This is an optimization exercise on Yosys and OpenROAD, whose aim is small area, a short achievable clock period and few clock cycles per item, not a production implementation. At most, simulation tests tie the RTL to the original design; equivalence was not proved. Function not checked in runs 2 and 3: the RTL went through the layout flow alone.

==> flow/design.v (outline; a module is shown in full before it is edited, if it fits) <==
// module color_converter_gray: 14 lines
// module rgba_extract_scale: 49 lines
// module premul: 875 lines
// module prefix_add: 30 lines
// module hex_encoder: 38 lines
// module pxl_color_core: 100 lines
module pxl_color_core (
    input  wire         clk,
    input  wire         rst,
    input  wire         req_valid,
    output wire         req_ready,
    input  wire [4:0]   req_cmd,
    input  wire [255:0] req_data,
    output wire         rsp_valid,
    input  wire         rsp_ready,
    output wire         rsp_err,
    output wire [31:0]  rsp_r,
    output wire [31:0]  rsp_g,
    output wire [31:0]  rsp_b,
    output wire [31:0]  rsp_a,
    output wire [511:0] rsp_hex,
    output wire [6:0]   rsp_len
);
  // ...
==> flow/run.sh <==
#!/bin/bash
# synth_recipe.tcl (not shown) runs the flow's synth.tcl, then flattens the netlist and writes it again
# the make line also repeats each setting of config.mk as NAME=value (left out here)
make -C /OpenROAD-flow-scripts/flow DESIGN_CONFIG=/design/flow/config.mk WORK_HOME=/design/flow/orfs CLKGATE_MAP_FILE= SYNTH_SCRIPT=/design/flow/synth_recipe.tcl finish
==> flow/config.mk <==
export PLATFORM = sky130hd
export DESIGN_NAME = pxl_color_core
export DESIGN_NICKNAME = pxl_color_core
export VERILOG_FILES = /design/flow/design.v
export SDC_FILE = /design/flow/constraint.sdc
export NUM_CORES = 4
export LEC_CHECK = 0
export CAP_MARGIN = 20
export CORE_MARGIN = 2
export CORE_UTILIZATION = 30
export PLACE_DENSITY = 0.45
export SLEW_MARGIN = 20
==> flow/constraint.sdc <==
create_clock -name core_clock -period 24.0 [get_ports {clk}]
set_input_delay 4.8000 -clock core_clock [delete_from_list [all_inputs] [get_ports {clk}]]
set_output_delay 4.8000 -clock core_clock [all_outputs]
set_load 0.01 [all_outputs]
==> impl_metrics.env, run 1 <==
export IMPL_core_area_sq_mm=0.237
export IMPL_crit_slowest_cell="buf_4"
export IMPL_fin_crit_ns=8.57
export IMPL_path_clk_slew_ns=0.06
export IMPL_status="no timing/DRC/antenna violations"
export IMPL_crit_start="rsp_ready"
export IMPL_drive_gt1_share_pct=8.17
export IMPL_die_x_um=492
export IMPL_worstReg2RegEnd="rsp_r_q[10]$_SDFFCE_PN0P_"
export IMPL_nNetsFinal=8457
export IMPL_seq_area_frac_synth_pct=40.7
export IMPL_worstSetupEndpoint="rsp_r_q[8]$_SDFFCE_PN0P_"
export IMPL_cts_inserted_buffers=132
export IMPL_tightest_slew_ns=1.12
export IMPL_setup_viol_count_final=0
export IMPL_holdPathStages=1
export IMPL_grt_setup_unrepaired="no"
export IMPL_netlist_instances=6525
export IMPL_fp_dieH_um=492
export IMPL_yosysMostFrequentCell="inv_1"
export IMPL_timing_setup_tns_ns=0
export IMPL_rr_worst_depth=25
export IMPL_multi_input_cells=4162
Testbench counts, summed over its fixed seeds: cycles 9,616, items 9,600.
==> module hex_encoder, before the edit <==
module hex_encoder (
    input  wire [9:0]   fmt,
    input  wire [255:0] opd,
    output reg  [511:0] hex,
    output reg  [6:0]   len
);
    function [7:0] hexdigit(input [3:0] n);
        hexdigit = (n <= 4'd9) ? (8'h30 + {4'd0, n}) : (8'h57 + {4'd0, n});
    endfunction
    reg [255:0] dig;
    reg [63:0]  lv;               
    integer i, s;
    always @(*) begin
        dig = 256'd0;
        lv  = 64'd0;
        len = 7'd0;
        for (s = 0; s < 6; s = s + 1) begin
            if (fmt[s]) begin
                for (i = 0; i < 64; i = i + 1)
                    if (i < (2 << s)) begin
                        dig[4*i +: 4] = dig[4*i +: 4] | opd[4*(((2 << s) - 1 - i) & 63) +: 4];
                        lv[i] = 1'b1;
                    end
                len = len | (2 << s);
            end
            if (s < 4 && fmt[6 + s]) begin
                for (i = 0; i < 64; i = i + 1)
                    if (i < (8 << s)) begin
                        dig[4*i +: 4] = dig[4*i +: 4] | ((i < (6 << s)) ? opd[4*((2 << s) - 1 - i % (2 << s)) +: 4] : 4'hF);
                        lv[i] = 1'b1;
                    end
                len = len | (8 << s);
            end
        end
        for (i = 0; i < 64; i = i + 1)
            hex[8*i +: 8] = lv[i] ? hexdigit(dig[4*i +: 4]) : 8'h00;
    end
endmodule
==> module pxl_color_core, before the edit <==
module pxl_color_core (
    input  wire         clk,
    input  wire         rst,
    input  wire         req_valid,
    output wire         req_ready,
    input  wire [4:0]   req_cmd,
    input  wire [255:0] req_data,
    output wire         rsp_valid,
    input  wire         rsp_ready,
    output wire         rsp_err,
    output wire [31:0]  rsp_r,
    output wire [31:0]  rsp_g,
    output wire [31:0]  rsp_b,
    output wire [31:0]  rsp_a,
    output wire [511:0] rsp_hex,
    output wire [6:0]   rsp_len
);
    localparam DW = 12;
    reg          sk_v, v1, rv;
    reg [DW-1:0] sk_c, c1;
    reg [255:0]  sk_d, d1;
    reg          rsp_err_q;
    reg [15:0]   rsp_r_q, rsp_g_q, rsp_b_q, rsp_a_q;
    reg [511:0]  rsp_hex_q;
    reg [6:0]    rsp_len_q;
    wire rsp_free = ~rv | rsp_ready;         
    wire p1_free  = ~v1 | rsp_free;          
    assign req_ready = ~sk_v;
    wire accept   = req_valid & ~sk_v;
    wire       op  = req_cmd[4];
    wire       fam = req_cmd[3];
    wire [2:0] sz  = req_cmd[2:0];
    wire       reserved = fam ? (sz > 3'd5) : (sz > 3'd3);
    wire [15:0] gy;
    color_converter_gray u_gray (.sz (sz[1:0]), .opd (req_data[63:0]), .y16 (gy));
    wire [15:0] xr, xg, xb, xa;
    rgba_extract_scale u_rgba (.sz (sz), .opd (req_data), .r16 (xr), .g16 (xg), .b16 (xb), .a16 (xa));
    wire [63:0] chans = fam ? {xr, xg, xb, xa} : {gy, gy, gy, 16'hFFFF};
    reg [9:0] fmt;
    integer s;
    always @(*) begin
        for (s = 0; s < 10; s = s + 1)
            fmt[s] = op && (s < 6 ? (fam && sz == s) : (!fam && sz == s - 6));
    end
    wire [DW-1:0] dc = {reserved, ~op & ~reserved, fmt};
    wire [255:0]  dd = {req_data[255:64], op ? req_data[63:0] : chans};
    wire [9:0] fmt1 = c1[9:0];
    wire       pm1  = c1[10];
    wire       err1 = c1[11];
    wire [15:0] qr, qg, qb;
    premul u_pr (.c16 (d1[63:48]), .a16 (d1[15:0]), .q16 (qr));
    premul u_pg (.c16 (d1[47:32]), .a16 (d1[15:0]), .q16 (qg));
    premul u_pb (.c16 (d1[31:16]), .a16 (d1[15:0]), .q16 (qb));
    wire [511:0] hx;
    wire [6:0]   hl;
    hex_encoder u_hex (.fmt (fmt1), .opd (d1), .hex (hx), .len (hl));
    always @(posedge clk) begin
        if (rst) begin
            sk_v <= 1'b0;
            v1   <= 1'b0;
            rv   <= 1'b0;
        end else begin
            if (p1_free)
                sk_v <= 1'b0;
            else if (accept)
                sk_v <= 1'b1;
            if (p1_free)
                v1 <= sk_v | accept;
            if (rsp_free)
                rv <= v1;
        end
    end
    always @(posedge clk) begin
        if (~sk_v) begin
            sk_c <= dc;
            sk_d <= dd;
        end
        if (p1_free) begin
            c1 <= sk_v ? sk_c : dc;
            d1 <= sk_v ? sk_d : dd;
        end
        if (rsp_free) begin
            rsp_err_q <= err1;
            rsp_r_q   <= pm1 ? qr : 16'd0;
            rsp_g_q   <= pm1 ? qg : 16'd0;
            rsp_b_q   <= pm1 ? qb : 16'd0;
            rsp_a_q   <= pm1 ? d1[15:0] : 16'd0;
            rsp_hex_q <= hx;
            rsp_len_q <= hl;
        end
    end
    assign rsp_valid = rv;
    assign rsp_err   = rsp_err_q;
    assign rsp_r     = {16'd0, rsp_r_q};
    assign rsp_g     = {16'd0, rsp_g_q};
    assign rsp_b     = {16'd0, rsp_b_q};
    assign rsp_a     = {16'd0, rsp_a_q};
    assign rsp_hex   = rsp_hex_q;
    assign rsp_len   = rsp_len_q;
endmodule
==> run 2: changes to the inputs <==
--- a/flow/design.v
+++ b/flow/design.v
@@ -969,39 +969,57 @@
 module hex_encoder (
     input  wire [9:0]   fmt,
     input  wire [255:0] opd,
-    output reg  [511:0] hex,
+    output reg  [255:0] dig,
+    output reg  [5:0]   grp,
     output reg  [6:0]   len
 );
-    function [7:0] hexdigit(input [3:0] n);
-        hexdigit = (n <= 4'd9) ? (8'h30 + {4'd0, n}) : (8'h57 + {4'd0, n});
-    endfunction
-    reg [255:0] dig;
-    reg [63:0]  lv;               
     integer i, s;
     always @(*) begin
         dig = 256'd0;
-        lv  = 64'd0;
+        grp = 6'd0;
         len = 7'd0;
         for (s = 0; s < 6; s = s + 1) begin
             if (fmt[s]) begin
                 for (i = 0; i < 64; i = i + 1)
-                    if (i < (2 << s)) begin
+                    if (i < (2 << s))
                         dig[4*i +: 4] = dig[4*i +: 4] | opd[4*(((2 << s) - 1 - i) & 63) +: 4];
-                        lv[i] = 1'b1;
-                    end
+                grp = grp | ((2 << s) - 1);
                 len = len | (2 << s);
             end
             if (s < 4 && fmt[6 + s]) begin
                 for (i = 0; i < 64; i = i + 1)
-                    if (i < (8 << s)) begin
+                    if (i < (8 << s))
                         dig[4*i +: 4] = dig[4*i +: 4] | ((i < (6 << s)) ? opd[4*((2 << s) - 1 - i % (2 << s)) +: 4] : 4'hF);
-                        lv[i] = 1'b1;
-                    end
+                grp = grp | ((8 << s) - 1);
                 len = len | (8 << s);
             end
         end
-        for (i = 0; i < 64; i = i + 1)
-            hex[8*i +: 8] = lv[i] ? hexdigit(dig[4*i +: 4]) : 8'h00;
+    end
+endmodule
+module hex_chars (
+    input  wire [255:0] dig,
+    input  wire [5:0]   grp,
+    output reg  [511:0] hex
+);
+    integer i;
+    reg [3:0] n;
+    reg       v, m, h;
+    always @(*) begin
+        for (i = 0; i < 64; i = i + 1) begin
+            n = dig[4*i +: 4];
+            v = (i < 2) ? grp[0] : (i < 4) ? grp[1] : (i < 8) ? grp[2] :
+                (i < 16) ? grp[3] : (i < 32) ? grp[4] : grp[5];
+            m = (i < 16) ? v : 1'b1;
+            h = n[3] & (n[2] | n[1]);
+            hex[8*i + 7] = 1'b0;
+            hex[8*i + 6] = m & h;
+            hex[8*i + 5] = v;
+            hex[8*i + 4] = v & ~h;
+            hex[8*i + 3] = m & n[3] & ~h;
+            hex[8*i + 2] = m & n[2] & (~n[3] | n[1] | n[0]);
+            hex[8*i + 1] = m & (n[3] ? (n[2] ? ~(n[1] ^ n[0]) : (n[1] & n[0])) : n[1]);
+            hex[8*i + 0] = m & (n[0] ^ h);
+        end
     end
 endmodule
 module pxl_color_core (
@@ -1025,9 +1043,9 @@
     reg          sk_v, v1, rv;
     reg [DW-1:0] sk_c, c1;
     reg [255:0]  sk_d, d1;
-    reg          rsp_err_q;
-    reg [15:0]   rsp_r_q, rsp_g_q, rsp_b_q, rsp_a_q;
-    reg [511:0]  rsp_hex_q;
+    reg          rsp_err_q, rsp_pm_q;
+    reg [255:0]  rsp_dig_q;
+    reg [5:0]    rsp_grp_q;
     reg [6:0]    rsp_len_q;
     wire rsp_free = ~rv | rsp_ready;         
     wire p1_free  = ~v1 | rsp_free;          
@@ -1057,9 +1075,10 @@
     premul u_pr (.c16 (d1[63:48]), .a16 (d1[15:0]), .q16 (qr));
     premul u_pg (.c16 (d1[47:32]), .a16 (d1[15:0]), .q16 (qg));
     premul u_pb (.c16 (d1[31:16]), .a16 (d1[15:0]), .q16 (qb));
-    wire [511:0] hx;
+    wire [255:0] hd;
+    wire [5:0]   hg;
     wire [6:0]   hl;
-    hex_encoder u_hex (.fmt (fmt1), .opd (d1), .hex (hx), .len (hl));
+    hex_encoder u_hex (.fmt (fmt1), .opd (d1), .dig (hd), .grp (hg), .len (hl));
     always @(posedge clk) begin
         if (rst) begin
             sk_v <= 1'b0;
@@ -1087,20 +1106,18 @@
         end
         if (rsp_free) begin
             rsp_err_q <= err1;
-            rsp_r_q   <= pm1 ? qr : 16'd0;
-            rsp_g_q   <= pm1 ? qg : 16'd0;
-            rsp_b_q   <= pm1 ? qb : 16'd0;
-            rsp_a_q   <= pm1 ? d1[15:0] : 16'd0;
-            rsp_hex_q <= hx;
+            rsp_pm_q  <= pm1;
+            rsp_dig_q <= {hd[255:64], pm1 ? {qr, qg, qb, d1[15:0]} : hd[63:0]};
+            rsp_grp_q <= hg;
             rsp_len_q <= hl;
         end
     end
     assign rsp_valid = rv;
     assign rsp_err   = rsp_err_q;
-    assign rsp_r     = {16'd0, rsp_r_q};
-    assign rsp_g     = {16'd0, rsp_g_q};
-    assign rsp_b     = {16'd0, rsp_b_q};
-    assign rsp_a     = {16'd0, rsp_a_q};
-    assign rsp_hex   = rsp_hex_q;
+    assign rsp_r     = {16'd0, rsp_dig_q[63:48] & {16{rsp_pm_q}}};
+    assign rsp_g     = {16'd0, rsp_dig_q[47:32] & {16{rsp_pm_q}}};
+    assign rsp_b     = {16'd0, rsp_dig_q[31:16] & {16{rsp_pm_q}}};
+    assign rsp_a     = {16'd0, rsp_dig_q[15:0]  & {16{rsp_pm_q}}};
+    hex_chars u_chars (.dig (rsp_dig_q), .grp (rsp_grp_q), .hex (rsp_hex));
     assign rsp_len   = rsp_len_q;
 endmodule
==> flow/flow/run.sh (new file) <==
#!/bin/bash
# The standard layout, with repair_timing aiming for 16 ns of setup slack
# so that it optimises the critical paths, and
# the ports buffered with buf_2 cells; the clock period and constraints are
# the design's. Make's output goes to make.log; ORFS keeps each step's log
# under orfs/logs/.
set -euo pipefail
bash standard.sh SETUP_SLACK_MARGIN=16 "BUFFER_PORTS_ARGS=-buffer_cell sky130_fd_sc_hd__buf_2" finish > make.log 2>&1
==> flow/standard.sh (new file) <==
#!/bin/bash
# synth_recipe.tcl (not shown) runs the flow's synth.tcl, then flattens the netlist and writes it again
# the make line also repeats each setting of config.mk as NAME=value (left out here)
make -C /OpenROAD-flow-scripts/flow DESIGN_CONFIG=/design/flow/config.mk WORK_HOME=/design/flow/orfs CLKGATE_MAP_FILE= SYNTH_SCRIPT=/design/flow/synth_recipe.tcl "${@:-finish}"
--- a/flow/config.mk
+++ b/flow/config.mk
@@ -7,6 +7,6 @@
 export LEC_CHECK = 0
 export CAP_MARGIN = 20
 export CORE_MARGIN = 2
-export CORE_UTILIZATION = 30
-export PLACE_DENSITY = 0.45
+export CORE_UTILIZATION = 55
+export PLACE_DENSITY = 0.65
 export SLEW_MARGIN = 20
removed: flow/run.sh
==> impl_metrics.env, run 2 <==
export IMPL_drive_gt1_share_pct=19.1
export IMPL_tightest_slew_ns=1.23
export IMPL_criticalPathCategory="register to register"
export IMPL_grt_total_usage_pct=37.9
export IMPL_crit_fanout=19
export IMPL_synth_top_family_by_area="adder cells"
export IMPL_register_area_sq_mm=0.0216
export IMPL_finalCritPeriodShare_pct=32.2
export IMPL_root_buffer="clkbuf_16"
export IMPL_slew_headroom_pct=18.1
export IMPL_startpoint_type="register"
export IMPL_io_pins=915
export IMPL_gr_total_overflow=0
export IMPL_final_util_pct=62.2
export IMPL_grt_pass1_wl_mm=333
export IMPL_fillers=9837
export IMPL_worstSetupEndpointType="register"
export IMPL_fin_crit_ns=7.74
export IMPL_clockBufferDepth=3
export IMPL_fp_dieH_um=346
export IMPL_antenna_left=0
export IMPL_grt_pass1_vias=49600
export IMPL_synth_cell_types=72
export IMPL_ys_ff_latch=808
export IMPL_final_area_sq_mm=0.0722
export IMPL_netlist_instances=6285
export IMPL_cts_inserted_buffers=86
export IMPL_yosysMostFrequentCell="inv_1"
export IMPL_grt_setup_unrepaired="yes"
export IMPL_cp_required_ns=24.43
export IMPL_clock_sinks=808
export IMPL_ys_flop_type="edfxtp_1"
export IMPL_postPlaceCellArea_sq_mm=0.0686
export IMPL_seq_area_frac_synth_pct=33.5
export IMPL_synth_adder_area_share_pct=26.8
export IMPL_dp_hpwl_mm=164
export IMPL_ys_async_sr_fraction_pct=0
export IMPL_hold_class="register to register"
export IMPL_nNetsFinal=8079
export IMPL_synth_xor_area_share_pct=1.36
export IMPL_dieArea_sq_mm=0.120
export IMPL_grt_max_degree=175
export IMPL_yosys_warnings=8
export IMPL_synth_top_area_cell="edfxtp_1"
export IMPL_ctsHtreeMaxLevel=3
export IMPL_synth_simple_area_share_pct=12.3
export IMPL_die_x_um=346
export IMPL_timing_setup_tns_ns=0
export IMPL_routed_wl_mm=231
export IMPL_antenna_found_initial=44
export IMPL_io_buffer_count=785
export IMPL_status="no timing/DRC/antenna violations"
export IMPL_yosys_top_cells_count="862 x inv_1, 675 x fa_1, 616 x and2_1"
export IMPL_layoutNonFillerInstCount=8461
export IMPL_insertion_delay_ns=0.70
export IMPL_wl_per_cell_um=27.3
export IMPL_setup_viol_count_final=0
export IMPL_first_pass_iters=8
export IMPL_timing_fmax_mhz=129
export IMPL_reg_largest_list="d1 x256, rsp_dig_q x256, sk_d x256"
export IMPL_skew_ns=0.0565
export IMPL_dpl_cell_count=8242
export IMPL_finalMaxSlewViolations=0
export IMPL_multi_input_area_sq_mm=0.0371
export IMPL_synth_edff_count=537
export IMPL_cts_tree="yes"
export IMPL_drcViolationCount=0
export IMPL_path_clk_slew_ns=0.06
export IMPL_routabilityCongestion=0.984
export IMPL_arrival_ns=8.17
export IMPL_synth_top_area_share_pct=25.1
export IMPL_num_vias=50900
export IMPL_syn_avg_cell_area_sq_um=10.2
export IMPL_hold_violations=0
export IMPL_post_synth_mux_area_share_pct=4.87
export IMPL_drtIter0Drc=6013
export IMPL_area_delta_synth_final_pct=12.3
export IMPL_final_cell_mix="860 x inv_1, 785 x buf_2, 671 x fa_1"
export IMPL_core_area_sq_mm=0.116
export IMPL_synthTopCellsByArea="edfxtp_1 25%, fa_1 21%, dfxtp_1 8.4%, and2_1 6.0%, ha_1 5.7%"
export IMPL_synth_compound_area_share_pct=11.6
export IMPL_syn_area_sq_mm=0.0643
export IMPL_initial_core_util_pct=55.4
export IMPL_placementRows=125
export IMPL_maxCapViolCount=0
export IMPL_layout_commonest_cell="inv_1"
export IMPL_ctsHoldBuffers=0
export IMPL_drt_vias_per_instance=6.01
## run 2: kinds of logic after synthesis
| family | count (synthesis) |
|---|---|
| AND/OR/NAND/NOR | 1582 |
| buffers and inverters | 1452 |
| AO/OA/AOI/OAI | 1095 |
| adder cells (fa/ha/maj) | 970 |
| flip-flops | 808 |
| multiplexers | 277 |
| XOR/XNOR | 100 |
| other | 1 |
## run 2: layout make-up
| type | count | area share [%] |
|---|---|---|
| antenna | 19 | 0.0659 |
| tap | 1524 | 2.64 |
| multi-input combinational | 4153 | 51.5 |
| timing repair buffer | 933 | 7.46 |
| inverter | 862 | 4.49 |
| clock inverter | 46 | 0.764 |
| sequential | 808 | 29.9 |
| clock buffer | 116 | 3.26 |
## run 2: worst max-delay path: stages, from the launching register on
cell and delay [ns]:
edfxtp_1 0.54, buf_8 0.30, nand2_1 0.11, fa_1 0.50, inv_1 0.05, fa_1 0.39
fa_1 0.54, inv_1 0.05, fa_1 0.44, fa_1 0.51, inv_1 0.05, fa_1 0.47
fa_1 0.56, inv_1 0.05, fa_1 0.49, inv_1 0.04, ha_1 0.28, a21o_1 0.16
a21o_1 0.16, a21oi_1 0.20, o221ai_1 0.15, a21o_1 0.23, a311oi_2 0.31, o41ai_2 0.18
o41ai_2 0.28, buf_4 0.18, xor2_1 0.15, a21oi_1 0.08
## run 2: metal layers
layer,GRT usage (%),routed length (um),vias up
li1,-,-,21600
met1,52.3,90200,25400
met2,58.1,103000,3231
met3,8.80,27200,564
met4,15.3,10900,16
met5,0,92,-
## run 2: through the flow
step / worst slack, ns / hold WS (ns)
finish: 16.26 / 0.434
global route: 15.96 / 0.439
CTS: 16.01 / 0.439
detailed placement: 15.55 / 0.411
global placement: 15.74 / 0.404
floorplan: 14.65 / 0.400
## run 2: path summary, 6_finish.rpt
check             cells past startpoint              from                 endpoint  slack (ns)
setup / recovery                     27  d1[21]$_DFFE_PP_  rsp_dig_q[30]$_DFFE_PP_       16.26
hold / removal                        0  c1[11]$_DFFE_PP_      rsp_err_q$_DFFE_PP_        0.43
setup reg to reg                     27  d1[21]$_DFFE_PP_  rsp_dig_q[30]$_DFFE_PP_       16.26
hold reg to reg                       0  c1[11]$_DFFE_PP_      rsp_err_q$_DFFE_PP_        0.43
## run 2: timing repair
item	4_1_cts	5_1_grt
hold endpoints to repair	0	0
pin swaps	1	6
setup endpoints to repair	35	27
resized for setup	17	46
setup buffers	7	25
cloned	0	6
==> run 3: changes to the inputs <==
==> flow/flow/run.sh (replaced) <==
#!/bin/bash
# The standard layout, with repair_timing aiming for 17 ns of setup slack
# so that it optimises the critical paths, and
# the ports buffered with buf_2 cells; the clock period and constraints are
# the design's. Make's output goes to make.log; ORFS keeps each step's log
# under orfs/logs/.
set -euo pipefail
bash standard.sh SETUP_SLACK_MARGIN=17 "BUFFER_PORTS_ARGS=-buffer_cell sky130_fd_sc_hd__buf_2" finish > make.log 2>&1
==> impl_metrics.env, run 3 <==
export IMPL_tightest_slew_ns=1.29
export IMPL_die_x_um=346
export IMPL_grt_pass1_wl_mm=334
export IMPL_ys_ff_latch=808
export IMPL_use_met2_pct=60.0
export IMPL_antenna_left=0
export IMPL_slew_headroom_pct=13.9
export IMPL_skew_ns=0.0555
export IMPL_busiest_layer="met2"
export IMPL_grt_setup_unrepaired="yes"
export IMPL_drive_gt1_share_pct=22.4
export IMPL_antenna_found_initial=31
export IMPL_fp_dieH_um=346
export IMPL_status="no timing/DRC/antenna violations"
export IMPL_synth_edff_count=537
export IMPL_area_delta_synth_final_pct=15.5
export IMPL_wl_per_cell_um=27.2
export IMPL_ys_async_sr_fraction_pct=0
export IMPL_grt_use_met3_pct=8.16
export IMPL_dp_slack_ns=15.58
export IMPL_finalMaxSlewViolations=0
export IMPL_placementRows=125
export IMPL_hold_violations=0
export IMPL_netlist_instances=6285
export IMPL_startpoint_type="register"
export IMPL_cts_inserted_buffers=84
export IMPL_first_pass_iters=9
export IMPL_io_pins=915
export IMPL_routabilityCongestion=1.01
export IMPL_maxCapViolCount=0
export IMPL_final_cell_mix="843 x inv_1, 785 x buf_2, 617 x fa_1"
export IMPL_criticalPathCategory="register to register"
export IMPL_layoutNonFillerInstCount=8537
export IMPL_yosys_warnings=8
export IMPL_drcViolationCount=0
export IMPL_crit_slowest_cell="fa_1"
export IMPL_seq_area_frac_synth_pct=33.5
export IMPL_grt_pass1_vias=50700
export IMPL_final_area_sq_mm=0.0742
export IMPL_yosysMostFrequentCell="inv_1"
export IMPL_dieArea_sq_mm=0.120
export IMPL_crit_start="d1[15]$_DFFE_PP_"
export IMPL_synthTopCellsByArea="edfxtp_1 25%, fa_1 21%, dfxtp_1 8.4%, and2_1 6.0%, ha_1 5.7%"
export IMPL_core_area_sq_mm=0.116
export IMPL_initial_core_util_pct=55.4
export IMPL_gr_total_overflow=0
export IMPL_syn_avg_cell_area_sq_um=10.2
export IMPL_layout_setup_ws_ns=16.61
export IMPL_arrival_ns=7.85
export IMPL_hold_class="register to register"
export IMPL_dpl_cell_count=8249
export IMPL_crit_fanout=8
export IMPL_routed_wl_mm=233
export IMPL_synth_cell_types=72
export IMPL_cp_slowest_stage_delay_ns=0.55
export IMPL_grt_total_usage_pct=38.1
export IMPL_grt_max_degree=177
export IMPL_timing_setup_tns_ns=0
export IMPL_root_buffer="clkbuf_16"
export IMPL_timing_fmax_mhz=135
export IMPL_postPlaceCellArea_sq_mm=0.0687
export IMPL_insertion_delay_ns=0.70
export IMPL_ys_flop_type="edfxtp_1"
export IMPL_yosys_top_cells_count="862 x inv_1, 675 x fa_1, 616 x and2_1"
export IMPL_finalCritPeriodShare_pct=30.8
export IMPL_io_buffer_count=785
export IMPL_crit_buf_inv=7
export IMPL_drtIter0Drc=5999
export IMPL_num_vias=51000
export IMPL_min_from="c1[11]$_DFFE_PP_"
export IMPL_path_common_cell="fa_1"
export IMPL_drt_vias_per_instance=5.97
export IMPL_ctsHoldBuffers=0
export IMPL_path_delay_family="adder cells"
export IMPL_crit_reg2reg_launch="d1[15]$_DFFE_PP_"
export IMPL_setup_viol_count_final=0
export IMPL_use_met1_pct=49.9
export IMPL_nNetsFinal=8163
export IMPL_dp_hpwl_mm=159
export IMPL_worstSetupEndpointType="register"
export IMPL_synth_top_area_share_pct=25.1
export IMPL_ctsHtreeMaxLevel=3
export IMPL_reg_largest_list="d1 x256, rsp_dig_q x256, sk_d x256"
export IMPL_cp_required_ns=24.46
export IMPL_fin_crit_ns=7.39
export IMPL_syn_area_sq_mm=0.0643
export IMPL_clock_sinks=808
export IMPL_layout_commonest_cell="inv_1"
export IMPL_cts_tree="yes"
export IMPL_path_clk_slew_ns=0.07
export IMPL_clockBufferDepth=3
export IMPL_synth_top_area_cell="edfxtp_1"
-- run 3: cell count changes in the layout (fill, tap and decap cells not counted), sizes merged --
cell	before	now
buf	929	1002
bufbuf	0	10
clkinv	29	22
clkbuf	120	125
inv	869	865
diode	19	16
bufinv	6	8
clkinvlp	4	3
nor2	232	233
-- run 3: what timing repair did --
action	CTS	global route
gates resized for setup	183	126
gates cloned	11	6
endpoints found under the setup margin	153	119
pin swaps	89	79
buffers inserted	58	41
-- run 3: worst paths after layout --
path,to,slack (ns),cells past startpoint
worst max-delay path,rsp_dig_q[63]$_DFFE_PP_,16.61,27
worst min-delay path,rsp_err_q$_DFFE_PP_,0.43,0
worst max register to register,rsp_dig_q[63]$_DFFE_PP_,16.61,27
worst min register to register,rsp_err_q$_DFFE_PP_,0.43,0
-- run 3: per-layer routing --
layer	share of wire (%)	up-vias	wire length, um
met5	0.050	-	117
met2	46	3117	106000
met1	37	25400	86500
met3	11	658	25600
met4	6.2	16	14300
li1	-	21800	-
-- run 3: kinds of logic (layout without fill, tap and decap cells) --
| group | Yosys count | after routing | synth area share, % |
|---|---|---|---|
| and+or+nand+nor | 1582 | 1583 | 12.3 |
| buffers and inverters | 1452 | 2035 | 9.60 |
| muxes | 277 | 277 | 4.87 |
| xor gates and xnor gates | 100 | 100 | 1.36 |
| other | 1 | 145 | 0.00583 |
| adders and majority gates | 970 | 970 | 26.8 |
| DFF | 808 | 808 | 33.5 |
| AOI/OAI and AO/OA | 1095 | 1095 | 11.6 |
-- run 3: worst register-to-register path, delay by kind of cell (launching register included) --
family	cells	cell delay [ns]
simple gates	6	0.91
compound gates	5	1.13
buf+inv	7	0.67
flops	1	0.45
fa+ha+maj	9	4.02
-- run 3: area by class of cell --
type	instances	area, sq um
multi-input combinational	4154	37900
tap	1524	1910
fill	9492	41800
sequential	808	21600
timing repair buffer	1018	6660
antenna	16	40.0
clock buffer	119	2400
clock inverter	36	522
inverter	862	3240
-- run 3: metrics by stage --
step	util, %	hold WS, ns
after floorplan	-	0.400
after global placement	59.2	0.408
after detailed placement	59.2	0.410
after CTS	63.1	0.425
after global routing	63.9	0.453
final	64.0	0.425

==> re-timing with driven ports <==
The results above use ideal ports. As a check the final layouts listed here were re-extracted and re-timed, cells and wires unchanged. Step 1: set_driving_cell puts a clkbuf_16 on clk and a buf_2 on each other input, an assumption about the parent block. Step 2, shift: input delay + t, output delay - t, t = (earliest + latest rising clock arrival at the registers) / 2. This alone moves slack from input paths to output paths. Three values: no drivers, after step 1, after step 2; two values: the first two.
run	t (ns)	setup WS [ns]	worst setup path after step 2	slew at the worst register clock pin (ns)
run 1	0.881	15.433 / 15.495 / 14.614	input to register	0.07 / 0.07
run 2	0.760	16.262 / 16.262 / 16.038	input to register	0.07 / 0.07
run 3	0.754	16.605 / 16.605 / 16.508	input to register	0.07 / 0.07
After both steps setup and hold are still met in every run listed. For run 1, which loses most, drivers alone change the setup slack by +0.062 ns; drivers and shift together by -0.819 ns.
